Context: an optimization exercise on an open-source flow, tuned for small area, a short achievable clock period and few clock cycles per item. The choices shown serve that exercise and are no tape-out recipe.
The RTL was checked by simulation tests, not by an equivalence proof against the original design.

==> flow/config.mk <==
export PLATFORM = sky130hd
export DESIGN_NAME = eq_biquad3
export DESIGN_NICKNAME = eq_biquad3
export VERILOG_FILES = /design/flow/design.v
export SDC_FILE = /design/flow/constraint.sdc
export NUM_CORES = 4
export LEC_CHECK = 0
export CAP_MARGIN = 70
export CORE_MARGIN = 2
export CORE_UTILIZATION = 62
export PLACE_DENSITY = 0.78
export SLEW_MARGIN = 75
==> flow/design.v <==
module fp32_mul (
    input  wire        clk,
    input  wire [31:0] a,
    input  wire        ha,
    input  wire [31:0] b,
    input  wire        hb,
    output reg  [31:0] y
);
    wire        ea_m = (a[30:23] == 8'hFF);
    wire        eb_m = (b[30:23] == 8'hFF);
    wire        fa_z = (a[22:0] == 23'd0);
    wire        fb_z = (b[22:0] == 23'd0);
    wire a_zero = ~ha & fa_z;
    wire b_zero = ~hb & fb_z;
    wire a_sub  = ~ha & ~fa_z;
    wire b_sub  = ~hb & ~fb_z;
    wire a_inf  = ea_m & fa_z;
    wire b_inf  = eb_m & fb_z;
    wire a_nan  = ea_m & ~fa_z;
    wire b_nan  = eb_m & ~fb_z;
    wire is_nan  = a_nan | b_nan | (a_inf & b_zero) | (b_inf & a_zero);
    wire is_inf  = a_inf | b_inf;
    wire is_zero = a_zero | b_zero | (a_sub & b_sub);
    wire [23:0] ma = {ha, a[22:0]};
    wire [23:0] mb = {hb, b[22:0]};
    reg [4:0] la, lb;
    integer i;
    always @(*) begin
        la = 5'd23;
        lb = 5'd23;
        for (i = 0; i < 24; i = i + 1) begin
            if (ma[i]) la = 5'd23 - i[4:0];
            if (mb[i]) lb = 5'd23 - i[4:0];
        end
    end
    wire [5:0]  L  = {1'b0, la} + {1'b0, lb};
    wire signed [10:0] e0 = {3'b000, a[30:23]} + {3'b000, b[30:23]} + {10'd0, ~ha} + {10'd0, ~hb} - 11'sd126;
    wire signed [10:0] e1 = e0 - $signed({5'd0, L});
    wire signed [10:0] e1m = e1 - 11'sd1;
    wire [10:0] rsh = 11'sd1 - e0;
    reg  [31:0] q0_r, q1_r, q2_r;
    reg  [5:0]  L_r, L1_r;
    reg  [7:0]  e1_r, e1m_r;
    reg         n1_r, n2_r, o1_r, o2_r;
    reg         e0pos_r;
    reg  [4:0]  e0m1_r, shr1_r;
    reg         s_r;
    reg  [1:0]  cls_r;    
    always @(posedge clk) begin
        q0_r    <= ma * mb[7:0];
        q1_r    <= ma * mb[15:8];
        q2_r    <= ma * mb[23:16];
        L_r     <= (L > 6'd24) ? 6'd24 : L;
        L1_r    <= (L > 6'd24) ? 6'd25 : L + 6'd1;
        e1_r    <= e1[7:0];
        e1m_r   <= e1m[7:0];
        n1_r    <= (e1 >= 11'sd1);
        n2_r    <= (e1 >= 11'sd2);
        o1_r    <= (e1 >= 11'sd255);
        o2_r    <= (e1 >= 11'sd256);
        e0pos_r <= (e0 >= 11'sd1);
        e0m1_r  <= e0[4:0] - 5'd1;
        shr1_r  <= (e0 >= 11'sd1) ? 5'd0 : (rsh > 11'd31) ? 5'd31 : rsh[4:0];
        s_r     <= a[31] ^ b[31];
        cls_r   <= is_nan ? 2'd3 : is_inf ? 2'd2 : is_zero ? 2'd1 : 2'd0;
    end
    wire [47:0] prod = {q2_r, 16'd0} + {8'd0, q1_r, 8'd0} + {16'd0, q0_r};
    wire [24:0] ptop = prod[47:23];
    wire        top  = ptop[5'd24 - L_r[4:0]];    
    wire        norm = top ? n1_r : n2_r;
    wire [4:0]  shl  = norm ? (top ? L_r[4:0] : L1_r[4:0]) : (e0pos_r ? e0m1_r : 5'd0);
    reg  [47:0] p2_r;
    reg  [4:0]  shl_r, shr_r;
    reg         e0pos2_r, ovf_r, s2_r;
    reg  [7:0]  ef_r;
    reg  [1:0]  cls2_r;
    always @(posedge clk) begin
        p2_r     <= prod;
        shl_r    <= shl;
        shr_r    <= shr1_r;
        e0pos2_r <= e0pos_r;
        ef_r     <= norm ? (top ? e1_r : e1m_r) : 8'd0;
        ovf_r    <= norm & (top ? o1_r : o2_r);
        s2_r     <= s_r;
        cls2_r   <= cls_r;
    end
    wire [47:0] pl  = p2_r << shl_r;
    wire [25:0] wl  = {pl[47:23], |pl[22:0]};
    wire [25:0] w0  = {p2_r[47:23], |p2_r[22:0]};
    wire [51:0] wx  = {w0, 26'd0} >> shr_r;
    wire [25:0] wr  = {wx[51:27], |wx[26:0]};
    wire [25:0] w   = e0pos2_r ? wl : wr;
    wire [23:0] m24 = w[25:2];
    wire        g   = w[1];
    wire        st  = w[0];
    wire [30:0] pk  = {ef_r, m24[22:0]} + {30'd0, g & (st | m24[0])};
    always @(*) begin
        case (cls2_r)
            2'd3:    y = 32'h7FC00000;
            2'd2:    y = {s2_r, 8'hFF, 23'd0};
            2'd1:    y = {s2_r, 31'd0};
            default: y = ovf_r ? {s2_r, 8'hFF, 23'd0} : {s2_r, pk};
        endcase
    end
endmodule
module fp32_add (
    input  wire        clk,
    input  wire [31:0] a,
    input  wire [31:0] b,
    input  wire        sub,
    output reg  [31:0] y
);
    wire [31:0] bb = {b[31] ^ sub, b[30:0]};
    wire a_em = (a[30:23] == 8'hFF);
    wire b_em = (bb[30:23] == 8'hFF);
    wire a_fz = (a[22:0] == 23'd0);
    wire b_fz = (bb[22:0] == 23'd0);
    wire a_inf = a_em & a_fz;
    wire b_inf = b_em & b_fz;
    wire a_nan = a_em & ~a_fz;
    wire b_nan = b_em & ~b_fz;
    wire        swap = (bb[30:0] > a[30:0]);
    wire [31:0] x = swap ? bb : a;
    wire [31:0] z = swap ? a : bb;
    wire        ae_z = (a[30:23] == 8'd0);
    wire        be_z = (bb[30:23] == 8'd0);
    wire [7:0]  ea = {a[30:24], a[23] | ae_z};
    wire [7:0]  eb = {bb[30:24], bb[23] | be_z};
    wire [7:0]  dab = ea - eb;
    wire [7:0]  dba = eb - ea;
    wire        xe_z = swap ? be_z : ae_z;
    wire        ze_z = swap ? ae_z : be_z;
    wire [7:0]  ex = swap ? eb : ea;
    wire [23:0] mx = {~xe_z, x[22:0]};
    wire [23:0] mz = {~ze_z, z[22:0]};
    wire [7:0]  d  = swap ? dba : dab;
    wire [4:0]  sh = (d > 8'd26) ? 5'd27 : d[4:0];
    wire [25:0] mz_hi = {mz, 2'b00} >> sh;
    reg  [23:0] smask;
    integer j;
    always @(*)
        for (j = 0; j < 24; j = j + 1)
            smask[j] = (j + 3 <= sh);
    wire [26:0] mz_al = {mz_hi, |(mz & smask)};
    reg  [23:0] mx_r;
    reg  [26:0] mz_r;
    reg  [7:0]  ex_r;
    reg         sx_r, es_r, zs_r;
    reg  [1:0]  sp_r;    
    always @(posedge clk) begin
        mx_r <= mx;
        mz_r <= mz_al;
        ex_r <= ex;
        sx_r <= x[31];
        es_r <= x[31] ^ z[31];
        zs_r <= a[31] & bb[31];
        sp_r <= (a_nan | b_nan | (a_inf & b_inf & (a[31] ^ bb[31]))) ? 2'd3 :
                (a_inf | b_inf) ? 2'd2 : 2'd0;
    end
    wire [27:0] sum = es_r ? ({1'b0, mx_r, 3'b000} - {1'b0, mz_r})
                           : ({1'b0, mx_r, 3'b000} + {1'b0, mz_r});
    reg [4:0] lz;
    integer i;
    always @(*) begin
        lz = 5'd27;
        for (i = 0; i < 27; i = i + 1)
            if (sum[i]) lz = 5'd26 - i[4:0];
    end
    wire [7:0]  exm1 = ex_r - 8'd1;
    wire [4:0]  shl  = ({3'd0, lz} > exm1) ? exm1[4:0] : lz;
    reg  [27:0] sum_r;
    reg  [4:0]  shl_r;
    reg  [7:0]  ex2_r;
    reg         sx2_r, zs2_r, z2_r;
    reg  [1:0]  sp2_r;
    always @(posedge clk) begin
        sum_r <= sum;
        shl_r <= shl;
        ex2_r <= ex_r;
        sx2_r <= sx_r;
        zs2_r <= zs_r;
        z2_r  <= (sum == 28'd0);
        sp2_r <= sp_r;
    end
    reg  [26:0] r;
    reg  [8:0]  e_res;
    always @(*) begin
        if (sum_r[27]) begin
            r     = {sum_r[27:2], sum_r[1] | sum_r[0]};
            e_res = {1'b0, ex2_r} + 9'd1;
        end else begin
            r     = sum_r[26:0] << shl_r;
            e_res = {1'b0, ex2_r} - {4'd0, shl_r};
        end
    end
    wire [7:0]  ef = r[26] ? e_res[7:0] : 8'd0;
    wire        g  = r[2];
    wire        st = r[1] | r[0];
    wire [30:0] pk = {ef, r[25:3]} + {30'd0, g & (st | r[3])};
    always @(*) begin
        if (sp2_r == 2'd3)
            y = 32'h7FC00000;
        else if (sp2_r == 2'd2)
            y = {sx2_r, 8'hFF, 23'd0};
        else if (z2_r)
            y = {zs2_r, 31'd0};
        else if (e_res >= 9'd255)
            y = {sx2_r, 8'hFF, 23'd0};
        else
            y = {sx2_r, pk};
    end
endmodule
module eq_biquad3 (
    input  wire        clk,
    input  wire        rst,         
    input  wire        coef_we,
    input  wire [3:0]  coef_addr,
    input  wire [31:0] coef_wdata,
    input  wire        clear,
    input  wire        in_valid,
    output reg         in_ready,
    input  wire [31:0] in_data,
    output reg         out_valid,
    output wire [31:0] out_data
);
    reg [31:0] coef [0:14];
    reg [31:0] s1 [0:2];
    reg [31:0] s2 [0:2];
    reg [31:0] xr;        
    reg [31:0] dr;        
    reg [31:0] ob;        
    reg        ob_h;      
    reg [31:0] cr;        
    reg        cr_h;      
    reg [31:0] mr;        
    reg [31:0] p1r;       
    reg [31:0] p2r;       
    reg [31:0] tr;        
    reg        w_en;
    reg [3:0]  w_addr;
    reg [31:0] w_data;
    reg        rst_d, clr_d;
    reg [3:0]  ph;
    reg        va, vb;    
    reg        xfull;     
    reg        xbusy;     
    reg [7:0]  sel_a;     
    reg        sel_bt;    
    reg        sel_sub;
    wire busy   = va | vb;
    wire accept = in_valid & in_ready;    
    assign out_data = dr;
    wire       wrap    = busy & (ph == 4'd14);
    wire       start   = busy ? (wrap & (xfull | accept)) : accept;
    wire       va_next = clear ? 1'b0 : (wrap | ~busy) ? start : va;
    wire       vb_next = clear ? 1'b0 : wrap ? va : vb;
    wire [3:0] ph_next = (busy & ~wrap) ? ph + 4'd1 : 4'd0;
    function [3:0] cidx;
        input [3:0] p;
        case (p)
            4'd0:  cidx = 4'd0;    
            4'd1:  cidx = 4'd11;   
            4'd2:  cidx = 4'd12;   
            4'd3:  cidx = 4'd13;   
            4'd4:  cidx = 4'd1;    
            4'd5:  cidx = 4'd14;   
            4'd6:  cidx = 4'd5;    
            4'd7:  cidx = 4'd3;    
            4'd8:  cidx = 4'd2;    
            4'd9:  cidx = 4'd4;    
            4'd10: cidx = 4'd6;    
            4'd11: cidx = 4'd7;    
            4'd12: cidx = 4'd10;   
            4'd13: cidx = 4'd8;    
            default: cidx = 4'd9;  
        endcase
    endfunction
    wire [3:0] cnext = (busy & ~wrap) ? cidx(ph + 4'd1) : 4'd0;
    wire [31:0] mul_y;
    fp32_mul u_mul (.clk(clk), .a(cr), .ha(cr_h), .b(ob), .hb(ob_h), .y(mul_y));
    wire [31:0] add_a = ({32{sel_a[0]}} & s1[0]) | ({32{sel_a[1]}} & s1[1]) |
                        ({32{sel_a[2]}} & s1[2]) | ({32{sel_a[3]}} & s2[0]) |
                        ({32{sel_a[4]}} & s2[1]) | ({32{sel_a[5]}} & s2[2]) |
                        ({32{sel_a[6]}} & p1r)   | ({32{sel_a[7]}} & p2r);
    wire [31:0] add_b = sel_bt ? tr : mr;
    wire [31:0] add_y;
    fp32_add u_add (.clk(clk), .a(add_a), .b(add_b), .sub(sel_sub), .y(add_y));
    wire wr_d   = (ph == 4'd2) | (ph == 4'd5) | (ph == 4'd11);
    wire wr_t   = (ph == 4'd3) | (ph == 4'd8) | (ph == 4'd13);
    wire wr_p1  = (ph == 4'd3) | (ph == 4'd6) | (ph == 4'd12);
    wire wr_p2  = (ph == 4'd4) | (ph == 4'd10) | (ph == 4'd13);
    wire wr_m   = ~(wr_p1 | wr_p2 | (ph == 4'd10));
    wire wr_s20 = va & (ph == 4'd14);
    wire wr_s21 = vb & (ph == 4'd4);
    wire wr_s22 = vb & (ph == 4'd10);
    wire wr_s10 = vb & (ph == 4'd1);
    wire wr_s11 = vb & (ph == 4'd6);
    wire wr_s12 = vb & (ph == 4'd12);
    wire zap    = rst_d | clr_d;
    wire ux_next = (ph_next == 4'd0) | (ph_next == 4'd4) | (ph_next == 4'd8);
    wire ob_add  = (ph == 4'd2) | (ph == 4'd5) | (ph == 4'd11);    
    function [31:0] coef_rst;
        input [3:0] i;
        case (i)
            4'd0:  coef_rst = 32'h3F7ED167;
            4'd1:  coef_rst = 32'hBFFED167;
            4'd2:  coef_rst = 32'h3F7ED167;
            4'd3:  coef_rst = 32'hBFFED0B4;
            4'd4:  coef_rst = 32'h3F7DA433;
            4'd5:  coef_rst = 32'h3C9255D1;
            4'd6:  coef_rst = 32'h3D1255D1;
            4'd7:  coef_rst = 32'h3C9255D1;
            4'd8:  coef_rst = 32'hBFCB4187;
            4'd9:  coef_rst = 32'h3F28CDC7;
            4'd10: coef_rst = 32'h3F824FC8;
            4'd11: coef_rst = 32'hBFF9344E;
            4'd12: coef_rst = 32'h3F721608;
            4'd13: coef_rst = 32'hBFF9344E;
            default: coef_rst = 32'h3F76B59A;
        endcase
    endfunction
    wire xfull_next = start ? 1'b0 : (accept | xfull);
    wire xbusy_next = start ? 1'b1 : (xbusy & ~(va & (ph == 4'd8)));
    wire [31:0] cr_next = rst_d ? coef_rst(4'd0) :
                          (w_en && w_addr == cnext) ? w_data : coef[cnext];
    wire [31:0] ob_next = ob_add ? add_y : ux_next ? (in_ready ? in_data : xr) : dr;
    integer k;
    always @(posedge clk) begin
        w_en   <= coef_we & ~rst & (coef_addr != 4'd15);
        w_addr <= coef_addr;
        w_data <= coef_wdata;
        rst_d  <= rst;
        clr_d  <= clear;
        for (k = 0; k < 15; k = k + 1)
            if (rst_d || (w_en && w_addr == k))
                coef[k] <= rst_d ? coef_rst(k[3:0]) : w_data;
        cr   <= cr_next;
        cr_h <= |cr_next[30:23];
        if (zap | wr_s10) s1[0] <= zap ? 32'd0 : add_y;
        if (zap | wr_s11) s1[1] <= zap ? 32'd0 : add_y;
        if (zap | wr_s12) s1[2] <= zap ? 32'd0 : add_y;
        if (zap | wr_s20) s2[0] <= zap ? 32'd0 : add_y;
        if (zap | wr_s21) s2[1] <= zap ? 32'd0 : add_y;
        if (zap | wr_s22) s2[2] <= zap ? 32'd0 : add_y;
        if (in_ready) xr <= in_data;
        if (wr_d)   dr <= add_y;
        if (wr_t)   tr <= add_y;
        if (wr_m)   mr <= mul_y;
        if (wr_p1)  p1r <= mul_y;
        if (wr_p2)  p2r <= mul_y;
        ob   <= ob_next;
        ob_h <= |ob_next[30:23];
        sel_a[0] <= (ph_next == 4'd3);
        sel_a[1] <= (ph_next == 4'd9);
        sel_a[2] <= (ph_next == 4'd0);
        sel_a[3] <= (ph_next == 4'd14);
        sel_a[4] <= (ph_next == 4'd4);
        sel_a[5] <= (ph_next == 4'd10);
        sel_a[6] <= (ph_next == 4'd1) | (ph_next == 4'd6) | (ph_next == 4'd11);
        sel_a[7] <= (ph_next == 4'd2) | (ph_next == 4'd8) | (ph_next == 4'd12);
        sel_bt   <= (ph_next == 4'd4) | (ph_next == 4'd10) | (ph_next == 4'd14);
        sel_sub  <= (ph_next == 4'd1) | (ph_next == 4'd6) | (ph_next == 4'd11) |
                    (ph_next == 4'd2) | (ph_next == 4'd8) | (ph_next == 4'd12);
        if (rst) begin
            ph        <= 4'd0;
            va        <= 1'b0;
            vb        <= 1'b0;
            xfull     <= 1'b0;
            xbusy     <= 1'b0;
            in_ready  <= 1'b1;
            out_valid <= 1'b0;
        end else begin
            ph        <= ph_next;
            va        <= va_next;
            vb        <= vb_next;
            out_valid <= vb & (ph == 4'd4);
            xfull    <= xfull_next;
            xbusy    <= xbusy_next;
            in_ready <= ~(xfull_next | xbusy_next);
        end
    end
endmodule
==> flow/run.sh <==
#!/bin/bash
# synth_recipe.tcl (not shown) runs the flow's synth.tcl, then flattens the netlist and writes it again
# the make line also repeats each setting of config.mk as NAME=value (left out here)
make -C /OpenROAD-flow-scripts/flow DESIGN_CONFIG=/design/flow/config.mk WORK_HOME=/design/flow/orfs CLKGATE_MAP_FILE= SYNTH_SCRIPT=/design/flow/synth_recipe.tcl finish
==> flow/constraint.sdc <==
create_clock -name core_clock -period 22.0 [get_ports {clk}]
set_input_delay 4.4000 -clock core_clock [delete_from_list [all_inputs] [get_ports {clk}]]
set_output_delay 4.4000 -clock core_clock [all_outputs]
set_load 0.01 [all_outputs]
==> flow_summary.json, run 1 <==
{
  "clock-skew-final_ns": 0.0629,
  "clock-sinks": 1310,
  "syn_to_final_growth_pct": 16.4,
  "wl_um": 247000,
  "status": "complete, no violations",
  "drc_errors": 0,
  "netlist_instances": 7170,
  "min_period_over_period": 0.312,
  "grt_max_degree": 53,
  "max_stage_delay_ns": 0.61,
  "ys_seq_area_frac": 0.439,
  "synth_edf_count": 832,
  "ys_ff_latch": 1310,
  "cts_made_buffers": 136,
  "io_buffer_count": 106,
  "drive_above_1_share": 0.171,
  "die_height_um": 360,
  "clockBufferDepth": 3,
  "ioPinCount": 107,
  "gp_congestion": 0.980,
  "cp_num_buf_inv": 6,
  "die_w_um": 360,
  "cp_common_cell": "buf_8",
  "crit_chain": "buf_8 > buf_8 > a22oi_1 > nand4_1 > ha_1 > nand4_1 > or4_1 > or4_4 > o211ai_1 > nand3_4 > buf_8 > buf_8 > mux2i_1 > xnor2_2 > clkdlybuf4s18_2 > buf_2 > and3_4 > nand3_4 > mux4_2 > mux2_2 > mux2_2 > a211oi_2",
  "yosysTopAreaCellShare": 0.317,
  "vias": 60200,
  "crit_fanout": 24,
  "setup_viol": 0,
  "hp-class": "flop to flop",
  "nFillCells": 8339,
  "cp-start-kind": "flop",
  "grt_pass1_wl_um": 369000,
  "async_flop_share": 0,
  "highest-signal-layer": "met5",
  "start_util": 0.626,
  "h-tree-depth": 4,
  "wl_met1_um": 89900,
  "cts_tree": "built",
  "synth_flop_cell": "edfxtp_1",
  "final-instance-count-excl-fill": 9093,
  "first_pass_iters": 7,
  "wl_per_cell_um": 27.1,
  "avgSynthCellArea_um2": 11.0,
  "criticalPathCategory": "flop to flop",
  "insertion_delay_ns": 0.79,
  "placementRows": 130,
  "synth_nets": 8011,
  "worstMarginPinSlew_ns": 0.399,
  "final-hold-violation-count": 0,
  "postCtsHoldBufs": 0,
  "drt_iter0_drc": 7606,
  "grt_overflow_total": 0,
  "nNetsFinal": 8164,
  "clock-root-buffer": "clkbuf_16",
  "end_kind": "flop",
  "dieArea_um2": 130000,
  "grt_pass1_vias": 60200,
  "cts.clk_slew.worst_paths_ns": 0.06,
  "worst_ep_required_time_ns": 22.70,
  "crit_family": "simple AND/OR/NAND/NOR gates",
  "syn_area_um2": 78800,
  "synth_top_area_cell": "edfxtp_1",
  "post_cts_buffers": 0,
  "synth_common_cells": "edfxtp_1, nand2_1, inv_1, dfxtp_1, nor2_1",
  "maxSlewHeadroom": 0.726,
  "fin_util": 0.729,
  "ant_nets": 0,
  "ys_types": 96,
  "cts-resized-gates": 0,
  "timing.final.max_slew_violations": 0,
  "arrival_ns": 7.55,
  "cp_slowest_cell": "or4_1",
  "wl_met2_um": 116000,
  "rsz0062_at_grt": "false",
  "maxCapViolCount": 0,
  "fmax_ghz": 0.146,
  "ys_top_cells_by_area": "edfxtp_1, dfxtp_1, fa_1",
  "dr_wl_met3_um": 25400,
  "tns_ns": 0,
  "yosysMostFrequentCell": "edfxtp_1",
  "core_um2": 126000,
  "avgViaCountPerCell": 6.61,
  "dpl.hpwl_um": 172000,
  "yosysWarnings": 6,
  "finalCriticalPeriod_ns": 6.86,
  "antenna_found_initial": 12,
  "grt.total_usage": 0.375,
  "place_inst": 8805
}
==> metal layers <==
| layer | vias up | GRT usage |
|---|---|---|
| met5 | - | 0 |
| met4 | 2 | 0.206 |
| met3 | 789 | 0.0734 |
| met2 | 3906 | 0.606 |
| met1 | 29500 | 0.478 |
| li1 | 25900 | - |
==> placed cells by master, fill, tap and decap left out, types with 57 or more instances in the layout <==
cell	netlist	layout
mux2_2	74	74
fa_1	421	419
buf_8	0	68
nand2_1	647	639
nand4_1	86	86
a21oi_1	323	282
inv_1	593	587
a22oi_1	297	294
nand3_1	116	110
ha_1	347	343
nor2b_1	101	84
and2_1	268	268
dfxtp_1	478	444
nor2_1	423	364
clkdlybuf4s50_1	0	111
xor2_1	73	57
nor3_1	117	98
xnor2_1	187	150
edfxtp_1	832	832
mux4_2	135	135
clkbuf_16	0	143
mux2i_1	191	128
a21o_1	85	85
o21ai_0	164	126
or2_2	71	69
==> kinds of logic after synthesis <==
family                   Yosys count  synth area share
AO/OA/AOI/OAI                   1364             0.118
XOR/XNOR                         261            0.0291
adder cells (fa/ha/maj)          773             0.163
buffers and inverters            991            0.0478
flip-flops                      1310             0.439
multiplexers                     403            0.0742
AND/OR/NAND/NOR                 2068             0.129
==> final cells by class <==
type	instances	area [µm²]	area share
diodes	5	12.5	0.000136
flip-flops and latches	1310	34600	0.378
inverters	600	2290	0.0250
clock inverters	73	850	0.00926
repair buffers	406	4600	0.0502
well taps	1650	2060	0.0225
multi-input cells	4869	43400	0.474
clock buffers	180	3830	0.0417
==> metrics by stage <==
| step | worst slack (ns) | instance area [µm²] | hold WS [ns] |
|---|---|---|---|
| after detailed placement | 15.26 | 85800 | 0.312 |
| after CTS | 15.20 | 90500 | 0.289 |
| final | 15.14 | 91700 | 0.283 |
| after floorplan | 16.16 | 78800 | 0.310 |
| after global placement | 13.86 | 81700 | 0.311 |
| after global routing | 14.88 | 91700 | 0.313 |
==> state kept, by name, indices dropped and copies added (netlist names), 48 cells and up <==
signal,cells
u_mul.p2_r,48
coef,480
s2,96
s1,96
==> worst paths after layout <==
kind,start,end,slack [ns],cells past startpoint
max,sel_a[7]$_DFF_P_,u_add.mz_r[1]$_DFF_P_,15.14,22
min,u_mul.shr1_r[1]$_SDFF_PP0_,u_mul.shr_r[1]$_DFF_P_,0.28,0
max reg2reg,sel_a[7]$_DFF_P_,u_add.mz_r[1]$_DFF_P_,15.14,22
min reg2reg,u_mul.shr1_r[1]$_SDFF_PP0_,u_mul.shr_r[1]$_DFF_P_,0.28,0
Testbench counts, summed over its fixed seeds: cycles 123,328, items 8,192.
==> run 2: changes to the inputs <==
--- a/flow/design.v
+++ b/flow/design.v
@@ -223,3 +223,3 @@
     output reg         out_valid,
-    output wire [31:0] out_data
+    output reg  [31:0] out_data
 );
@@ -250,4 +250,4 @@
     wire busy   = va | vb;
-    wire accept = in_valid & in_ready;    
-    assign out_data = dr;
+    wire rdy    = ~(xfull | xbusy);
+    wire accept = in_valid & rdy;
     wire       wrap    = busy & (ph == 4'd14);
@@ -325,3 +325,3 @@
                           (w_en && w_addr == cnext) ? w_data : coef[cnext];
-    wire [31:0] ob_next = ob_add ? add_y : ux_next ? (in_ready ? in_data : xr) : dr;
+    wire [31:0] ob_next = ob_add ? add_y : ux_next ? (rdy ? in_data : xr) : dr;
     integer k;
@@ -344,4 +344,5 @@
         if (zap | wr_s22) s2[2] <= zap ? 32'd0 : add_y;
-        if (in_ready) xr <= in_data;
+        if (rdy) xr <= in_data;
         if (wr_d)   dr <= add_y;
+        out_data <= dr;      
         if (wr_t)   tr <= add_y;
--- a/flow/config.mk
+++ b/flow/config.mk
@@ -7,6 +7,6 @@
 export LEC_CHECK = 0
-export CAP_MARGIN = 70
+export CAP_MARGIN = 50
 export CORE_MARGIN = 2
-export CORE_UTILIZATION = 62
-export PLACE_DENSITY = 0.78
-export SLEW_MARGIN = 75
+export CORE_UTILIZATION = 55
+export PLACE_DENSITY = 0.72
+export SLEW_MARGIN = 60
==> run 2 against run 1 <==
Die area up 13%. Sequential share of layout area increased by 2.2 points. Global-route usage decreased by 4.5 points. Synthesized cell count grew 1.9%. Maximum frequency rose by 7.1%. Synthesized area up 0.46%. Routed wire length shrank 1.5%. Core utilization shrank 11 points. First-iteration DRC count shrank 17%. Highest routed layer unchanged.
==> flow_summary.json, run 2 <==
{
  "status": "complete, no violations",
  "synth_common_cells": "edfxtp_1, nand2_1, inv_1, dfxtp_1, nor2_1",
  "setup_viol": 0,
  "ant_nets": 0,
  "antenna_found_initial": 2,
  "wl_per_cell_um": 26.0,
  "dpl.hpwl_um": 166000,
  "crit_family": "buffers and inverters",
  "avgViaCountPerCell": 6.29,
  "gp_congestion": 0.985,
  "grt_pass1_vias": 59400,
  "placed_cell_area_um2": 83100,
  "core_um2": 143000,
  "cp_num_buf_inv": 1,
  "postCtsHoldBufs": 0,
  "yosysTopAreaCellShare": 0.316,
  "drc_errors": 0,
  "ys_top_cells_by_area": "edfxtp_1, dfxtp_1, fa_1",
  "cts_tree": "built",
  "min_period_over_period": 0.291,
  "max_stage_delay_ns": 0.63,
  "maxCapViolCount": 0,
  "arrival_ns": 2.00,
  "place_inst": 9081,
  "holdWs_ns": 0.322,
  "cts_made_buffers": 141,
  "seqCellArea_um2": 35200,
  "final_cell_mix": "edfxtp_1, nand2_1, inv_1, dfxtp_1, nor2_1",
  "grt_overflow_total": 0,
  "ioPinCount": 107,
  "fmax_ghz": 0.156,
  "nNetsFinal": 8163,
  "h-tree-depth": 4,
  "synth_top_area_cell": "edfxtp_1",
  "largest_reg_flops": 480,
  "drt_iter0_drc": 6279,
  "regMostFlops": "coef",
  "cp-start-kind": "flop",
  "maxSlewHeadroom": 0.597,
  "grt_max_degree": 81,
  "first_pass_iters": 9,
  "final-instance-count-excl-fill": 9347,
  "grt.total_usage": 0.330,
  "fin_ws_ns": 15.60,
  "die_height_um": 383,
  "synth_flop_cell": "edfxtp_1",
  "ys_seq_area_frac": 0.445,
  "io_buffer_count": 106,
  "fin_util": 0.615,
  "rsz0062_at_grt": "false",
  "final-hold-violation-count": 0,
  "timing.final.max_slew_violations": 0,
  "drive_above_1_share": 0.109,
  "worstMarginPinSlew_ns": 0.605,
  "cts.clk_slew.worst_paths_ns": 0.06,
  "syn_to_final_growth_pct": 11.3,
  "top_regs": "coef x480, s1 x96, s2 x96",
  "worst_ep_required_time_ns": 17.60,
  "placementRows": 139,
  "async_flop_share": 0,
  "clock-root-buffer": "clkbuf_16",
  "multi_input_area_um2": 41000,
  "cp_slowest_cell": "clkdlybuf4s50_1",
  "clock-sinks": 1342,
  "crit_chain": "clkdlybuf4s50_1",
  "final_common_cell": "edfxtp_1",
  "insertion_delay_ns": 0.82,
  "grt_pass1_wl_um": 366000,
  "crit_fanout": 1,
  "yosysWarnings": 6,
  "vias": 58800,
  "hp-class": "flop to flop",
  "tns_ns": 0,
  "end_kind": "primary output",
  "ys_ff_latch": 1342,
  "criticalPathCategory": "flop to primary output",
  "synth_nets": 8144,
  "avgSynthCellArea_um2": 10.8,
  "yosysMostFrequentCell": "edfxtp_1",
  "post_cts_buffers": 0,
  "dp_slack_ns": 15.63,
  "clock-skew-final_ns": 0.0712,
  "cts-resized-gates": 0,
  "netlist_instances": 7303,
  "dieArea_um2": 147000,
  "die_w_um": 383,
  "syn_area_um2": 79100,
  "ys_types": 110,
  "finalCriticalPeriod_ns": 6.40,
  "final_cell_area_um2": 88100,
  "synth_edf_count": 832,
  "nFillCells": 11400,
  "clockBufferDepth": 3,
  "start_util": 0.552,
  "wl_um": 243000
}
run 2: cell families (layout without fill, tap and decap cells):
family / Yosys count / after routing / synth area share
adders and majority gates: 772 / 772 / 0.162
other: 0 / 3 / 0
AOI/OAI and AO/OA: 1405 / 1405 / 0.119
muxes: 357 / 357 / 0.0626
buffers and inverters: 975 / 1113 / 0.0474
xor gates and xnor gates: 256 / 256 / 0.0287
DFF: 1342 / 1342 / 0.445
and+or+nand+nor: 2196 / 2196 / 0.136
run 2: area by class of cell:
type                            instances  share of cell area
Sequential cell                      1342               0.400
Antenna cell                            3           0.0000852
Multi-Input combinational cell       4986               0.465
Timing Repair Buffer                  254              0.0271
Tap cell                             1903              0.0270
Clock inverter                         78              0.0112
Inverter                              597              0.0255
Clock buffer                          184              0.0436
run 2: routing by layer:
| metal | share of wire | GRT usage | up-vias | wire (µm) |
|---|---|---|---|---|
| met1 | 0.38 | 0.428 | 29200 | 93400 |
| met4 | 0.051 | 0.150 | 2 | 12500 |
| met3 | 0.093 | 0.0630 | 573 | 22600 |
| met2 | 0.47 | 0.539 | 3075 | 115000 |
| met5 | 0.000049 | 0 | - | 12 |
| li1 | - | - | 26000 | - |
run 2: final timing paths:
path	cells after the start	startpoint	slack (ns)	to
max	1	out_data[16]$_DFF_P_	15.60	out_data[16]
max reg2reg	26	cr[2]$_SDFF_PP1_	15.67	u_mul.q0_r[31]$_DFF_P_
min	0	u_mul.shr1_r[0]$_SDFF_PP0_	0.32	u_mul.shr_r[0]$_DFF_P_
min reg2reg	0	u_mul.shr1_r[0]$_SDFF_PP0_	0.32	u_mul.shr_r[0]$_DFF_P_
Testbench counts of run 2, summed over its fixed seeds: cycles 123,328, items 8,192.
==> run 3: changes to the inputs <==
--- a/flow/design.v
+++ b/flow/design.v
@@ -135,5 +135,8 @@
     wire [23:0] mz = {~ze_z, z[22:0]};
-    wire [7:0]  d  = swap ? dba : dab;
+    wire        swap_e = (eb > ea);
+    wire        eq_e   = (eb == ea);
+    wire [23:0] ms = swap_e ? {~ae_z, a[22:0]} : {~be_z, bb[22:0]};
+    wire [7:0]  d  = swap_e ? dba : dab;
     wire [4:0]  sh = (d > 8'd26) ? 5'd27 : d[4:0];
-    wire [25:0] mz_hi = {mz, 2'b00} >> sh;
+    wire [25:0] ms_hi = {ms, 2'b00} >> sh;
     reg  [23:0] smask;
@@ -143,3 +146,3 @@
             smask[j] = (j + 3 <= sh);
-    wire [26:0] mz_al = {mz_hi, |(mz & smask)};
+    wire [26:0] mz_al = eq_e ? {mz, 3'b000} : {ms_hi, |(ms & smask)};
     reg  [23:0] mx_r;
==> run 3 against run 2 <==
Clock skew rose by 0.0080 ns. Critical endpoint is now u_add.mz_r[3]$_DFF_P_. Die area grew 1.7%. Critical path depth is 26 higher. Sequential share of layout area decreased by 0.70 points. Global-route usage up 0.29 points. Hold slack worse by 0.032 ns. Routed wire length is 3.6% higher. Design area increased by 1.8%. Synthesized area rose by 1.7%.
==> flow_summary.json, run 3 <==
{
  "avgViaCountPerCell": 6.44,
  "fmax_ghz": 0.142,
  "worst_ep_required_time_ns": 22.67,
  "tns_ns": 0,
  "yosysMostFrequentCell": "edfxtp_1",
  "io_buffer_count": 106,
  "worstMarginPinSlew_ns": 0.623,
  "clock-root-buffer": "clkbuf_16",
  "status": "complete, no violations",
  "ant_nets": 0,
  "postCtsHoldBufs": 0,
  "place_inst": 9138,
  "avgSynthCellArea_um2": 10.9,
  "h-tree-depth": 4,
  "gp_congestion": 0.978,
  "insertion_delay_ns": 0.84,
  "syn_area_um2": 80500,
  "wl_per_cell_um": 26.7,
  "regMostFlops": "coef",
  "final_cell_mix": "edfxtp_1, nand2_1, inv_1, dfxtp_1, fa_1",
  "min_period_over_period": 0.320,
  "ys_types": 101,
  "yosysWarnings": 6,
  "final_common_cell": "edfxtp_1",
  "first_pass_iters": 9,
  "core_um2": 146000,
  "grt_pass1_wl_um": 376000,
  "grt_pass1_vias": 60700,
  "top_regs": "coef x480, s1 x96, s2 x96",
  "grt_overflow_total": 0,
  "placed_cell_area_um2": 84400,
  "cts_tree": "built",
  "synth_nets": 8211,
  "maxCapViolCount": 0,
  "finalCriticalPeriod_ns": 7.05,
  "synth_top_area_cell": "edfxtp_1",
  "dieArea_um2": 149000,
  "final-instance-count-excl-fill": 9421,
  "synth_common_cells": "edfxtp_1, nand2_1, inv_1, dfxtp_1, fa_1",
  "yosysTopAreaCellShare": 0.310,
  "hold_end": "u_mul.shr_r[0]$_DFF_P_",
  "ioPinCount": 107,
  "cts_made_buffers": 140,
  "die_height_um": 387,
  "placementRows": 140,
  "whs_path_depth": 0,
  "cp_num_buf_inv": 8,
  "end_kind": "flop",
  "cts-resized-gates": 0,
  "setup_viol": 0,
  "reg2reg_depth": 27,
  "async_flop_share": 0,
  "criticalPathCategory": "flop to flop",
  "clock-sinks": 1342,
  "cp_slowest_cell": "a2111o_1",
  "wl_um": 252000,
  "regToRegSetupSlack_ns": 14.95,
  "timing.final.max_slew_violations": 0,
  "clock-skew-final_ns": 0.0792,
  "ys_seq_area_frac": 0.437,
  "dp_slack_ns": 15.11,
  "vias": 60600,
  "ys_ff_latch": 1342,
  "dpl.hpwl_um": 177000,
  "drt_iter0_drc": 7212,
  "rsz0062_at_grt": "false",
  "clockBufferDepth": 3,
  "synth_edf_count": 832,
  "netlist_instances": 7370,
  "final_cell_area_um2": 89600,
  "syn_to_final_growth_pct": 11.3,
  "die_w_um": 387,
  "drc_errors": 0,
  "fin_util": 0.616,
  "grt_max_degree": 86,
  "largest_reg_flops": 480,
  "grt.total_usage": 0.333,
  "antenna_found_initial": 16,
  "cts.clk_slew.worst_paths_ns": 0.06,
  "max_stage_delay_ns": 0.59,
  "ys_top_cells_by_area": "edfxtp_1, dfxtp_1, fa_1",
  "start_util": 0.553,
  "maxSlewHeadroom": 0.573,
  "hp-class": "flop to flop",
  "drive_above_1_share": 0.114,
  "arrival_ns": 7.71,
  "min_from": "u_mul.shr1_r[0]$_SDFF_PP0_",
  "post_cts_buffers": 0,
  "nNetsFinal": 8213,
  "crit_fanout": 36,
  "cp-start-kind": "flop",
  "timing.rr.start": "sel_a[7]$_DFF_P_",
  "final-hold-violation-count": 0,
  "fin_ws_ns": 14.95,
  "crit_family": "compound AO/OA/AOI/OAI gates",
  "synth_flop_cell": "edfxtp_1",
  "r2r-end": "u_add.mz_r[3]$_DFF_P_"
}
## run 3: changes by cell type after synthesis, sizes merged, moves of 25 or more
| cell | before | now |
|---|---|---|
| nor2 | 471 | 368 |
| a31oi | 34 | 59 |
| a21oi | 371 | 296 |
| nand2 | 707 | 735 |
| a22oi | 262 | 195 |
| clkbuf | 293 | 340 |
| a21o | 56 | 106 |
| a221oi | 13 | 75 |
| mux2 | 63 | 96 |
## run 3: how the worst max path moves through the flow
stage                     startpoint                        to  slack, ns  cells past startpoint
finish              sel_a[7]$_DFF_P_     u_add.mz_r[3]$_DFF_P_      14.95                     27
global route        sel_a[7]$_DFF_P_     u_add.mz_r[6]$_DFF_P_      14.57                     26
CTS                 sel_a[7]$_DFF_P_  u_add.mz_r[0]$_SDFF_PP0_      15.06                     26
detailed placement  sel_a[7]$_DFF_P_     u_add.mz_r[7]$_DFF_P_      15.11                     22
global placement    sel_a[7]$_DFF_P_  u_add.mz_r[0]$_SDFF_PP0_      14.62                     22
floorplan             sel_bt$_DFF_P_     u_add.mz_r[6]$_DFF_P_      16.04                     21
## run 3: through the flow
step           hold slack [ns]
3_3_place_gp             0.310
4_1_cts                  0.295
2_1_floorplan            0.310
5_1_grt                  0.306
3_5_place_dp             0.312
6_report                 0.290
## run 3: cell families (layout without fill, tap and decap cells)
family | Yosys count | count (layout) | synth area share
buf+inv | 1003 | 1121 | 0.0482
mux | 417 | 417 | 0.0723
fa+ha+maj | 772 | 772 | 0.159
flops | 1342 | 1342 | 0.437
other cells | 0 | 16 | 0
compound gates | 1483 | 1483 | 0.128
simple gates | 2104 | 2104 | 0.128
xor+xnor | 249 | 249 | 0.0271
## run 3: final cells by class
class | instances | area (µm²)
timing repair buffer | 276 | 2620
clock buffer | 189 | 3840
sequential | 1342 | 35200
clock inverter | 69 | 1050
fill | 11500 | 55900
antenna | 16 | 40.0
inverter | 587 | 2200
tap | 1917 | 2400
multi-input combinational | 5025 | 42300
## run 3: routing by layer
metal  up-vias  part of all wire  GRT usage
met5         -          0.000052          0
met4         2             0.055      0.173
met3       702             0.099     0.0632
met2      3434              0.47      0.542
met1     30000              0.37      0.425
li1      26500                 -          -
Testbench counts of run 3, summed over its fixed seeds: cycles 123,328, items 8,192.
==> run 4: changes to the inputs <==
--- a/flow/config.mk
+++ b/flow/config.mk
@@ -9,4 +9,5 @@
 export CORE_MARGIN = 2
-export CORE_UTILIZATION = 55
-export PLACE_DENSITY = 0.72
+export CORE_UTILIZATION = 62
+export CTS_BUF_LIST = sky130_fd_sc_hd__clkbuf_8
+export PLACE_DENSITY = 0.78
 export SLEW_MARGIN = 60
==> run 4 against run 3 <==
Register-to-register slack better by 0.12 ns. Non-clock buffer count is 7 lower. Global-route usage increased by 4.4 points.
==> flow_summary.json, run 4 <==
{
  "critPathCapture": "u_add.mz_r[9]$_DFF_P_",
  "ys_types": 101,
  "ys_top_cells_by_area": "edfxtp_1, dfxtp_1, fa_1",
  "fmax_ghz": 0.144,
  "avgSynthCellArea_um2": 10.9,
  "reg2reg_depth": 26,
  "multi_input_area_um2": 42300,
  "finalCriticalPeriod_ns": 6.92,
  "syn_to_final_growth_pct": 10.5,
  "top_regs": "coef x480, s1 x96, s2 x96",
  "first_pass_iters": 7,
  "dpl.hpwl_um": 176000,
  "end_kind": "flop",
  "placementRows": 132,
  "cts_made_buffers": 205,
  "antenna_found_initial": 13,
  "place_inst": 8953,
  "arrival_ns": 7.70,
  "core_um2": 129000,
  "synth_nets": 8211,
  "drive_above_1_share": 0.125,
  "maxCapViolCount": 0,
  "grt_pass1_vias": 61500,
  "seqCellArea_um2": 35200,
  "nFillCells": 9473,
  "grt_max_degree": 80,
  "regToRegSetupSlack_ns": 15.08,
  "start_util": 0.624,
  "tns_ns": 0,
  "crit_fanout": 36,
  "postCtsHoldBufs": 0,
  "grt_pass1_wl_um": 375000,
  "yosysWarnings": 6,
  "drc_errors": 0,
  "post_cts_buffers": 0,
  "drt_iter0_drc": 7723,
  "async_flop_share": 0,
  "nNetsFinal": 8271,
  "grt_overflow_total": 0,
  "netlist_instances": 7370,
  "regMostFlops": "coef",
  "gp_congestion": 1.01,
  "cp-start-kind": "flop",
  "synth_top_area_cell": "edfxtp_1",
  "clock-sinks": 1342,
  "clock-skew-final_ns": 0.0598,
  "startpoint": "sel_a[2]$_DFF_P_",
  "ant_nets": 0,
  "insertion_delay_ns": 0.93,
  "criticalPathCategory": "flop to flop",
  "worstMarginPinSlew_ns": 0.631,
  "final-instance-count-excl-fill": 9356,
  "synth_common_cells": "edfxtp_1, nand2_1, inv_1, dfxtp_1, fa_1",
  "yosysMostFrequentCell": "edfxtp_1",
  "setup_viol": 0,
  "io_buffer_count": 106,
  "h-tree-depth": 4,
  "cp_slowest_cell": "a2111o_1",
  "max_stage_delay_ns": 0.59,
  "timing.final.max_slew_violations": 0,
  "yosysTopAreaCellShare": 0.310,
  "clock-root-buffer": "clkbuf_8",
  "final_cell_mix": "edfxtp_1, nand2_1, inv_1, dfxtp_1, fa_1",
  "final_common_cell": "edfxtp_1",
  "cts-resized-gates": 0,
  "min_period_over_period": 0.315,
  "final-hold-violation-count": 0,
  "rsz0062_at_grt": "false",
  "synth_edf_count": 832,
  "ys_seq_area_frac": 0.437,
  "avgViaCountPerCell": 6.54,
  "grt.total_usage": 0.377,
  "dieArea_um2": 133000,
  "syn_area_um2": 80500,
  "die_w_um": 364,
  "holdWs_ns": 0.314,
  "cts.clk_slew.worst_paths_ns": 0.06,
  "ioPinCount": 107,
  "cts_tree": "built",
  "ys_ff_latch": 1342,
  "hp-class": "flop to flop",
  "wl_per_cell_um": 26.8,
  "worst_ep_required_time_ns": 22.78,
  "vias": 61200,
  "die_height_um": 364,
  "clockBufferDepth": 3,
  "timing.rr.start": "sel_a[2]$_DFF_P_",
  "status": "complete, no violations",
  "wl_um": 251000,
  "whs_path_depth": 0,
  "r2r-end": "u_add.mz_r[9]$_DFF_P_",
  "maxSlewHeadroom": 0.579,
  "largest_reg_flops": 480,
  "synth_flop_cell": "edfxtp_1"
}
## run 4: how the worst min path moves through the flow
stage | from | end | slack [ns]
after floorplan | u_add.sp_r[0]$_SDFF_PP1_ | u_add.sp2_r[0]$_DFF_P_ | 0.31
after global placement | u_mul.q0_r[0]$_DFF_P_ | u_mul.p2_r[0]$_DFF_P_ | 0.31
after detailed placement | u_add.zs_r$_DFF_P_ | u_add.zs2_r$_DFF_P_ | 0.31
after CTS | u_mul.cls_r[1]$_SDFF_PP1_ | u_mul.cls2_r[1]$_DFF_P_ | 0.31
after global routing | u_mul.cls_r[1]$_SDFF_PP1_ | u_mul.cls2_r[1]$_DFF_P_ | 0.33
final | u_mul.cls_r[1]$_SDFF_PP1_ | u_mul.cls2_r[1]$_DFF_P_ | 0.31
## run 4: area by class of cell
type                            count  share of cell area
Multi-Input combinational cell   5025               0.475
Sequential cell                  1342               0.396
Clock buffer                      244              0.0377
Timing Repair Buffer              269              0.0289
Inverter                          587              0.0248
Tap cell                         1742              0.0245
Clock inverter                    142              0.0125
Antenna cell                        5            0.000141
## run 4: kinds of logic after synthesis
family | after synthesis | synth area share
AND/OR/NAND/NOR | 2104 | 0.128
AO/OA/AOI/OAI | 1483 | 0.128
flip-flops | 1342 | 0.437
buffers and inverters | 1003 | 0.0482
adder cells (fa/ha/maj) | 772 | 0.159
multiplexers | 417 | 0.0723
XOR/XNOR | 249 | 0.0271
## run 4: metrics by stage
step	area [µm²]	setup slack (ns)	utilization
finish	89000	15.08	0.689
global route	89000	14.58	0.689
CTS	88500	15.33	0.685
detailed placement	84000	15.39	0.651
global placement	83500	14.45	0.646
floorplan	80500	16.04	-
## run 4: routing by layer
metal,vias to the layer above,part of all wire,global-route usage
met1,30000,0.36,0.468
met3,798,0.11,0.0911
met4,10,0.064,0.220
li1,26700,-,-
met5,-,0.00035,0
met2,3761,0.46,0.605
## run 4: critical path: cells and delay by family (launching register included)
family / cells / cell delay [ns]
muxes: 1 / 0.31
AOI/OAI and AO/OA: 9 / 2.71
xor gates and xnor gates: 1 / 0.10
adders and majority gates: 2 / 0.63
DFF: 1 / 0.30
buffers and inverters: 7 / 1.35
and+or+nand+nor: 6 / 1.34
==> run 5: changes to the inputs <==
--- a/flow/design.v
+++ b/flow/design.v
@@ -40,3 +40,3 @@
     wire [10:0] rsh = 11'sd1 - e0;
-    reg  [31:0] q0_r, q1_r, q2_r;
+    reg  [29:0] q0_r, q1_r, q2_r, q3_r;
     reg  [5:0]  L_r, L1_r;
@@ -49,5 +49,6 @@
     always @(posedge clk) begin
-        q0_r    <= ma * mb[7:0];
-        q1_r    <= ma * mb[15:8];
-        q2_r    <= ma * mb[23:16];
+        q0_r    <= ma * mb[5:0];
+        q1_r    <= ma * mb[11:6];
+        q2_r    <= ma * mb[17:12];
+        q3_r    <= ma * mb[23:18];
         L_r     <= (L > 6'd24) ? 6'd24 : L;
@@ -66,3 +67,3 @@
     end
-    wire [47:0] prod = {q2_r, 16'd0} + {8'd0, q1_r, 8'd0} + {16'd0, q0_r};
+    wire [47:0] prod = {q3_r, 18'd0} + {6'd0, q2_r, 12'd0} + {12'd0, q1_r, 6'd0} + {18'd0, q0_r};
     wire [24:0] ptop = prod[47:23];
@@ -135,8 +136,5 @@
     wire [23:0] mz = {~ze_z, z[22:0]};
-    wire        swap_e = (eb > ea);
-    wire        eq_e   = (eb == ea);
-    wire [23:0] ms = swap_e ? {~ae_z, a[22:0]} : {~be_z, bb[22:0]};
-    wire [7:0]  d  = swap_e ? dba : dab;
+    wire [7:0]  d  = swap ? dba : dab;
     wire [4:0]  sh = (d > 8'd26) ? 5'd27 : d[4:0];
-    wire [25:0] ms_hi = {ms, 2'b00} >> sh;
+    wire [25:0] mz_hi = {mz, 2'b00} >> sh;
     reg  [23:0] smask;
@@ -146,3 +144,3 @@
             smask[j] = (j + 3 <= sh);
-    wire [26:0] mz_al = eq_e ? {mz, 3'b000} : {ms_hi, |(ms & smask)};
+    wire [26:0] mz_al = {mz_hi, |(mz & smask)};
     reg  [23:0] mx_r;
@@ -249,3 +247,3 @@
     reg        xbusy;     
-    reg [7:0]  sel_a;     
+    reg [31:0] ar;        
     reg        sel_bt;    
@@ -283,6 +281,15 @@
     fp32_mul u_mul (.clk(clk), .a(cr), .ha(cr_h), .b(ob), .hb(ob_h), .y(mul_y));
-    wire [31:0] add_a = ({32{sel_a[0]}} & s1[0]) | ({32{sel_a[1]}} & s1[1]) |
-                        ({32{sel_a[2]}} & s1[2]) | ({32{sel_a[3]}} & s2[0]) |
-                        ({32{sel_a[4]}} & s2[1]) | ({32{sel_a[5]}} & s2[2]) |
-                        ({32{sel_a[6]}} & p1r)   | ({32{sel_a[7]}} & p2r);
+    wire [7:0]  sa = {(ph_next == 4'd2) | (ph_next == 4'd8) | (ph_next == 4'd12),    
+                      (ph_next == 4'd1) | (ph_next == 4'd6) | (ph_next == 4'd11),    
+                      (ph_next == 4'd10),   
+                      (ph_next == 4'd4),    
+                      (ph_next == 4'd14),   
+                      (ph_next == 4'd0),    
+                      (ph_next == 4'd9),    
+                      (ph_next == 4'd3)};   
+    wire [31:0] ar_next = ({32{sa[0]}} & s1[0]) | ({32{sa[1]}} & s1[1]) |
+                          ({32{sa[2]}} & s1[2]) | ({32{sa[3]}} & s2[0]) |
+                          ({32{sa[4]}} & s2[1]) | ({32{sa[5]}} & s2[2]) |
+                          ({32{sa[6]}} & p1r)   | ({32{sa[7]}} & p2r);
+    wire [31:0] add_a = ar;
     wire [31:0] add_b = sel_bt ? tr : mr;
@@ -356,10 +363,3 @@
         ob_h <= |ob_next[30:23];
-        sel_a[0] <= (ph_next == 4'd3);
-        sel_a[1] <= (ph_next == 4'd9);
-        sel_a[2] <= (ph_next == 4'd0);
-        sel_a[3] <= (ph_next == 4'd14);
-        sel_a[4] <= (ph_next == 4'd4);
-        sel_a[5] <= (ph_next == 4'd10);
-        sel_a[6] <= (ph_next == 4'd1) | (ph_next == 4'd6) | (ph_next == 4'd11);
-        sel_a[7] <= (ph_next == 4'd2) | (ph_next == 4'd8) | (ph_next == 4'd12);
+        ar       <= ar_next;
         sel_bt   <= (ph_next == 4'd4) | (ph_next == 4'd10) | (ph_next == 4'd14);
--- a/flow/config.mk
+++ b/flow/config.mk
@@ -9,5 +9,4 @@
 export CORE_MARGIN = 2
-export CORE_UTILIZATION = 62
-export CTS_BUF_LIST = sky130_fd_sc_hd__clkbuf_8
-export PLACE_DENSITY = 0.78
+export CORE_UTILIZATION = 55
+export PLACE_DENSITY = 0.72
 export SLEW_MARGIN = 60
==> run 5 against run 4 <==
Core utilization fell by 7.4 points. Critical path depth fell by 5. Design area rose by 0.36%. Synthesized cell count rose by 0.95%. Largest cell class unchanged. Highest routed layer unchanged.
==> flow_summary.json, run 5 <==
{
  "status": "complete, no violations",
  "tns_ns": 0,
  "worstMarginPinSlew_ns": 0.666,
  "netlist_instances": 7440,
  "final_common_cell": "nand2_1",
  "synth_mux_area_frac": 0.0636,
  "syn_to_final_growth_pct": 11.4,
  "min_from": "u_mul.shr1_r[2]$_SDFF_PP0_",
  "clock-skew-final_ns": 0.0873,
  "cp_slowest_cell": "fa_1",
  "ys_types": 99,
  "die_w_um": 386,
  "clock-sinks": 1390,
  "core_um2": 145000,
  "regToRegSetupSlack_ns": 15.72,
  "timing.rr.start": "ob[18]$_DFF_P_",
  "yosys.area_share.simple": 0.131,
  "rsz0062_at_grt": "false",
  "drc_errors": 0,
  "synth_flop_cell": "edfxtp_1",
  "synth_common_cells": "nand2_1, edfxtp_1, inv_1, dfxtp_1, nor2_1",
  "first_pass_iters": 9,
  "crit_chain": "buf_4 > and2_1 > fa_1 > inv_1 > fa_1 > fa_1 > inv_1 > ha_1 > a21oi_1 > o21bai_1 > a21oi_1 > a21oi_1 > o31a_1 > o41a_1 > a41o_1 > o41ai_1 > o21ai_0 > or4_1 > a31o_2 > a21oi_1 > xnor2_1",
  "synth_nets": 8281,
  "dpl.hpwl_um": 166000,
  "final-hold-violation-count": 0,
  "grt.total_usage": 0.322,
  "regMostFlops": "coef",
  "crit_family": "compound AO/OA/AOI/OAI gates",
  "cts-resized-gates": 0,
  "fin_ws_ns": 15.72,
  "ys_top_cells_by_area": "edfxtp_1, dfxtp_1, fa_1",
  "criticalPathCategory": "flop to flop",
  "cts_tree": "built",
  "fmax_ghz": 0.159,
  "arrival_ns": 7.04,
  "cp_common_cell": "a21oi_1",
  "nFillCells": 11500,
  "wl_per_cell_um": 25.2,
  "ys_ff_latch": 1390,
  "avgViaCountPerCell": 6.31,
  "maxSlewHeadroom": 0.554,
  "r2r-end": "u_mul.q3_r[28]$_DFF_P_",
  "synth_xor_area_frac": 0.0297,
  "yosysMostFrequentCell": "nand2_1",
  "async_flop_share": 0,
  "yosysWarnings": 6,
  "synth_edf_count": 832,
  "wl_um": 239000,
  "syn_area_um2": 80100,
  "dp_slack_ns": 15.35,
  "reg2reg_depth": 21,
  "dieArea_um2": 149000,
  "cts.clk_slew.worst_paths_ns": 0.06,
  "cp-start-kind": "flop",
  "synth-compound-area-share": 0.119,
  "placementRows": 140,
  "clockBufferDepth": 3,
  "start_util": 0.552,
  "grt_max_degree": 92,
  "grt_pass1_wl_um": 360000,
  "vias": 59800,
  "holdWs_ns": 0.322,
  "post_cts_buffers": 0,
  "nNetsFinal": 8279,
  "antenna_found_initial": 6,
  "avgSynthCellArea_um2": 10.8,
  "synthAdderAreaFrac": 0.158,
  "h-tree-depth": 4,
  "final_cell_area_um2": 89300,
  "largest_reg_flops": 480,
  "placed_cell_area_um2": 84100,
  "setup_viol": 0,
  "cts_made_buffers": 146,
  "ant_nets": 0,
  "insertion_delay_ns": 0.83,
  "cp_num_buf_inv": 3,
  "die_height_um": 386,
  "finalCriticalPeriod_ns": 6.28,
  "whs_path_depth": 0,
  "hp-class": "flop to flop",
  "top_regs": "coef x480, s1 x96, s2 x96",
  "synth_top_area_cell": "edfxtp_1",
  "ys_seq_area_frac": 0.451,
  "ioPinCount": 107,
  "min_period_over_period": 0.286,
  "drt_iter0_drc": 6579,
  "worst_ep_required_time_ns": 22.76,
  "hold_end": "u_mul.shr_r[2]$_DFF_P_",
  "end_kind": "flop",
  "grt_overflow_total": 0,
  "gp_congestion": 1.02,
  "maxCapViolCount": 0,
  "crit_fanout": 27,
  "postCtsHoldBufs": 0,
  "max_stage_delay_ns": 0.54,
  "clock-root-buffer": "clkbuf_16",
  "final_cell_mix": "nand2_1, edfxtp_1, inv_1, dfxtp_1, nor2_1",
  "io_buffer_count": 106,
  "synth_top_family_by_area": "adder cells",
  "timing.final.max_slew_violations": 0,
  "yosysTopAreaCellShare": 0.312,
  "drive_above_1_share": 0.111,
  "grt_pass1_vias": 59700
}
-- run 5: changes by cell type after synthesis, sizes merged, moves of 33 or more --
cell | previous run | this run
nand2 | 735 | 932
and2 | 267 | 133
nor2 | 368 | 478
a22oi | 195 | 116
dfxtp | 510 | 558
o21ai | 228 | 267
a222oi | 63 | 97
a221oi | 75 | 42
mux2i | 201 | 168
-- run 5: worst max path at each step --
stage                         start                     end  slack, ns  cells after the start
2_1_floorplan           in_data[29]            ob_h$_DFF_P_      15.96                      6
3_3_place_gp            in_data[29]            ob_h$_DFF_P_      15.31                      7
3_5_place_dp            in_data[29]            ob_h$_DFF_P_      15.35                      7
4_1_cts        out_data[31]$_DFF_P_            out_data[31]      15.80                      1
5_1_grt            cr[2]$_SDFF_PP1_      u_mul.n1_r$_DFF_P_      15.27                     32
6_report             ob[18]$_DFF_P_  u_mul.q3_r[28]$_DFF_P_      15.72                     21
-- run 5: cells by family (layout without fill, tap and decap cells) --
logic type / count (synthesis) / after routing
AOI/OAI and AO/OA: 1402 / 1402
muxes: 359 / 359
xor gates and xnor gates: 272 / 272
adders and majority gates: 773 / 773
other: 0 / 2
DFF: 1390 / 1390
and+or+nand+nor: 2266 / 2266
buffers and inverters: 978 / 1101
-- run 5: worst register-to-register path, cell delays in order, from the launching register on --
cell      delay (ns)
dfxtp_1         0.32
buf_4           0.26
and2_1          0.25
fa_1            0.54
inv_1           0.06
fa_1            0.49
fa_1            0.51
inv_1           0.05
ha_1            0.31
a21oi_1         0.22
o21bai_1        0.09
a21oi_1         0.35
a21oi_1         0.18
o31a_1          0.28
o41a_1          0.36
a41o_1          0.32
o41ai_1         0.42
o21ai_0         0.23
or4_1           0.47
a31o_2          0.25
a21oi_1         0.17
xnor2_1         0.13
-- run 5: final cells by class --
cell class / count / area, µm² / area share
antenna: 2 / 5.00 / 0.0000561
clock buffer: 200 / 4000 / 0.0448
multi-input combinational: 5072 / 41200 / 0.462
sequential: 1390 / 36200 / 0.405
timing repair buffer: 261 / 2450 / 0.0274
clock inverter: 73 / 876 / 0.00981
tap: 1917 / 2400 / 0.0269
inverter: 567 / 2130 / 0.0239
-- run 5: metal layers --
| layer | vias up | track usage | share of wire |
|---|---|---|---|
| met5 | - | 0 | 0.00010 |
| met4 | 4 | 0.154 | 0.051 |
| li1 | 26500 | - | - |
| met3 | 634 | 0.0649 | 0.098 |
| met2 | 3189 | 0.529 | 0.48 |
| met1 | 29500 | 0.407 | 0.38 |
-- run 5: through the flow --
step / util / std cells
global route: 0.615 / 9481
global placement: 0.574 / 9189
floorplan: - / 7440
finish: 0.615 / 9482
detailed placement: 0.579 / 9203
CTS: 0.613 / 9476
Testbench counts of run 5, summed over its fixed seeds: cycles 123,328, items 8,192.
==> run 6: changes to the inputs <==
--- a/flow/design.v
+++ b/flow/design.v
@@ -235,3 +235,3 @@
     reg        cr_h;      
-    reg [31:0] mr;        
+    reg [31:0] br;        
     reg [31:0] p1r;       
@@ -248,4 +248,3 @@
     reg [31:0] ar;        
-    reg        sel_bt;    
-    reg        sel_sub;
+    reg        sel_sub;   
     wire busy   = va | vb;
@@ -294,3 +293,7 @@
     wire [31:0] add_a = ar;
-    wire [31:0] add_b = sel_bt ? tr : mr;
+    wire        b_add = (ph == 4'd3) | (ph == 4'd13);
+    wire        b_t   = (ph == 4'd9);
+    wire        b_p2  = (ph == 4'd10);
+    wire [31:0] br_next = b_add ? add_y : b_t ? tr : b_p2 ? p2r : mul_y;
+    wire [31:0] add_b = br;
     wire [31:0] add_y;
@@ -298,6 +301,5 @@
     wire wr_d   = (ph == 4'd2) | (ph == 4'd5) | (ph == 4'd11);
-    wire wr_t   = (ph == 4'd3) | (ph == 4'd8) | (ph == 4'd13);
+    wire wr_t   = (ph == 4'd8);
     wire wr_p1  = (ph == 4'd3) | (ph == 4'd6) | (ph == 4'd12);
-    wire wr_p2  = (ph == 4'd4) | (ph == 4'd10) | (ph == 4'd13);
-    wire wr_m   = ~(wr_p1 | wr_p2 | (ph == 4'd10));
+    wire wr_p2  = (ph == 4'd4) | (ph == 4'd9) | (ph == 4'd10) | (ph == 4'd13);
     wire wr_s20 = va & (ph == 4'd14);
@@ -358,3 +360,3 @@
         if (wr_t)   tr <= add_y;
-        if (wr_m)   mr <= mul_y;
+        br <= br_next;
         if (wr_p1)  p1r <= mul_y;
@@ -364,3 +366,2 @@
         ar       <= ar_next;
-        sel_bt   <= (ph_next == 4'd4) | (ph_next == 4'd10) | (ph_next == 4'd14);
         sel_sub  <= (ph_next == 4'd1) | (ph_next == 4'd6) | (ph_next == 4'd11) |
--- a/flow/config.mk
+++ b/flow/config.mk
@@ -9,4 +9,5 @@
 export CORE_MARGIN = 2
-export CORE_UTILIZATION = 55
-export PLACE_DENSITY = 0.72
+export CORE_UTILIZATION = 62
+export CTS_BUF_LIST = sky130_fd_sc_hd__clkbuf_8
+export PLACE_DENSITY = 0.78
 export SLEW_MARGIN = 60
==> run 6 against run 5 <==
Sequential share of layout area fell by 0.097 points. Maximum frequency is 1.7% lower. Non-clock buffer count is 10 lower. Critical path depth shrank 20. Register-to-register slack better by 0.11 ns. Hold slack improved by 0.0039 ns. Synthesized area increased by 0.17%.
==> flow_summary.json, run 6 <==
{
  "status": "complete, no violations",
  "nNetsFinal": 8409,
  "cts-resized-gates": 0,
  "nFillCells": 9258,
  "cp_num_buf_inv": 1,
  "io_buffer_count": 106,
  "h-tree-depth": 4,
  "worst_ep_required_time_ns": 17.60,
  "maxCapViolCount": 0,
  "final_cell_mix": "nand2_1, edfxtp_1, inv_1, dfxtp_1, nor2_1",
  "finalCriticalPeriod_ns": 6.39,
  "synth_top_area_cell": "edfxtp_1",
  "arrival_ns": 1.99,
  "grt_max_degree": 85,
  "clockBufferDepth": 3,
  "multi_input_area_um2": 41500,
  "syn_to_final_growth_pct": 10.5,
  "cts_tree": "built",
  "postCtsHoldBufs": 0,
  "antenna_found_initial": 9,
  "cp_slowest_cell": "clkdlybuf4s50_1",
  "dieArea_um2": 132000,
  "crit_family": "buffers and inverters",
  "clock-sinks": 1389,
  "start_util": 0.622,
  "yosysTopAreaCellShare": 0.299,
  "final_common_cell": "nand2_1",
  "cts.clk_slew.worst_paths_ns": 0.06,
  "netlist_instances": 7513,
  "seqCellArea_um2": 35900,
  "placementRows": 132,
  "drc_errors": 0,
  "min_period_over_period": 0.291,
  "core_um2": 129000,
  "ys_types": 98,
  "synth_nets": 8354,
  "grt.total_usage": 0.357,
  "fmax_ghz": 0.156,
  "ys_top_cells_by_area": "edfxtp_1, dfxtp_1, fa_1",
  "wl_um": 236000,
  "drt_iter0_drc": 7577,
  "ys_ff_latch": 1389,
  "synth_edf_count": 800,
  "setup_viol": 0,
  "syn_area_um2": 80300,
  "ioPinCount": 107,
  "post_cts_buffers": 0,
  "grt_pass1_wl_um": 360000,
  "insertion_delay_ns": 1.00,
  "final-hold-violation-count": 0,
  "clock-root-buffer": "clkbuf_8",
  "end_kind": "primary output",
  "dpl.hpwl_um": 162000,
  "synth_common_cells": "nand2_1, edfxtp_1, dfxtp_1, inv_1, nor2_1",
  "hp-class": "flop to flop",
  "avgSynthCellArea_um2": 10.7,
  "grt_overflow_total": 0,
  "die_w_um": 364,
  "top_regs": "coef x480, s1 x96, s2 x96",
  "yosysWarnings": 6,
  "rsz0062_at_grt": "false",
  "ys_seq_area_frac": 0.446,
  "die_height_um": 364,
  "synth_flop_cell": "edfxtp_1",
  "tns_ns": 0,
  "timing.final.max_slew_violations": 0,
  "criticalPathCategory": "flop to primary output",
  "vias": 61600,
  "ant_nets": 0,
  "fin_util": 0.688,
  "crit_chain": "clkdlybuf4s50_1",
  "yosysMostFrequentCell": "nand2_1",
  "cts_made_buffers": 215,
  "maxSlewHeadroom": 0.585,
  "wl_per_cell_um": 24.9,
  "grt_pass1_vias": 61000,
  "async_flop_share": 0,
  "clock-skew-final_ns": 0.102,
  "drive_above_1_share": 0.121,
  "cp-start-kind": "flop",
  "regMostFlops": "coef",
  "largest_reg_flops": 480,
  "crit_fanout": 1,
  "max_stage_delay_ns": 0.69,
  "gp_congestion": 1.00,
  "first_pass_iters": 8,
  "avgViaCountPerCell": 6.48,
  "worstMarginPinSlew_ns": 0.606
}
[run 6: stage by stage]
stage / std cells / area (µm²) / setup slack (ns) / hold WS, ns
floorplan: 7513 / 80300 / 16.24 / 0.310
global placement: 9076 / 83100 / 15.66 / 0.313
detailed placement: 9089 / 83800 / 15.68 / 0.312
CTS: 9490 / 88400 / 15.53 / 0.326
global route: 9497 / 88700 / 15.46 / 0.331
finish: 9498 / 88700 / 15.61 / 0.326
[run 6: cells by family (layout without fill, tap and decap cells)]
group           Yosys count  after routing  synth area share
compound gates         1458           1458             0.127
xor+xnor                254            254            0.0279
fa+ha+maj               771            771             0.158
buf+inv                 972           1211            0.0465
flops                  1389           1389             0.446
mux                     364            364            0.0627
other cells               0              4                 0
simple gates           2305           2305             0.133
[run 6: layout make-up]
| class | count | share of cell area |
|---|---|---|
| multi-input combinational | 5152 | 0.468 |
| inverter | 559 | 0.0237 |
| antenna | 4 | 0.000113 |
| clock buffer | 252 | 0.0391 |
| clock inverter | 149 | 0.0131 |
| sequential | 1389 | 0.404 |
| timing repair buffer | 251 | 0.0277 |
| tap | 1742 | 0.0246 |
[run 6: metal layers]
| metal | routed length, µm | share of wire | vias up | GRT usage |
|---|---|---|---|---|
| li1 | - | - | 27000 | - |
| met1 | 86400 | 0.37 | 30100 | 0.448 |
| met2 | 112000 | 0.47 | 3750 | 0.582 |
| met3 | 24300 | 0.10 | 691 | 0.0710 |
| met4 | 14000 | 0.059 | 0 | 0.199 |
| met5 | 0 | 0 | - | 0 |
[run 6: final timing paths]
check                                                from                 endpoint  slack (ns)  depth (start not counted)
worst max-delay path                 out_data[31]$_DFF_P_             out_data[31]       15.61                          1
worst min-delay path            u_mul.cls_r[1]$_SDFF_PP1_  u_mul.cls2_r[1]$_DFF_P_        0.33                          0
worst max register to register              ob[2]$_DFF_P_   u_mul.q0_r[29]$_DFF_P_       15.83                         23
worst min register to register  u_mul.cls_r[1]$_SDFF_PP1_  u_mul.cls2_r[1]$_DFF_P_        0.33                          0
Testbench counts of run 6, summed over its fixed seeds: cycles 123,328, items 8,192.

## what the ideal ports hide
How much do the figures lean on ideal ports? The routed layouts below were timed once more, with nothing changed but the port constraints.
Step 1: set_driving_cell puts a clkbuf_16 on clk and a buf_2 on each other input, an assumption about the parent block.
Step 2 times the ports against the registers' clock, not the clock port: input delays grow and output delays shrink by t, the midpoint of the rising clock arrivals with the driver on.
Three values: ideal, step 1, step 2; two values: the first two.
run | t, ns | slack for setup (ns) | worst setup path after step 2 | latest minus earliest clock arrival (ns) | worst register clock-pin slew, ns
run 1 | 0.834 | 15.144 / 15.144 / 15.144 | register to register | 0.064 / 0.065 | 0.07 / 0.07
run 2 | 0.865 | 15.599 / 15.522 / 15.653 | input to register | 0.071 / 0.071 | 0.07 / 0.07
run 3 | 0.871 | 14.954 / 14.954 / 14.954 | register to register | 0.094 / 0.095 | 0.07 / 0.07
run 4 | 0.979 | 15.075 / 15.075 / 15.075 | register to register | 0.060 / 0.060 | 0.08 / 0.08
run 5 | 0.867 | 15.716 / 15.716 / 15.320 | input to register | 0.089 / 0.089 | 0.07 / 0.07
run 6 | 1.030 | 15.608 / 15.531 / 15.689 | input to register | 0.104 / 0.104 | 0.08 / 0.08
After both steps setup and hold are still met in every run listed. The setup slack of run 5, which loses most, moves by 0.000 ns with the drivers and by -0.396 ns with both steps.
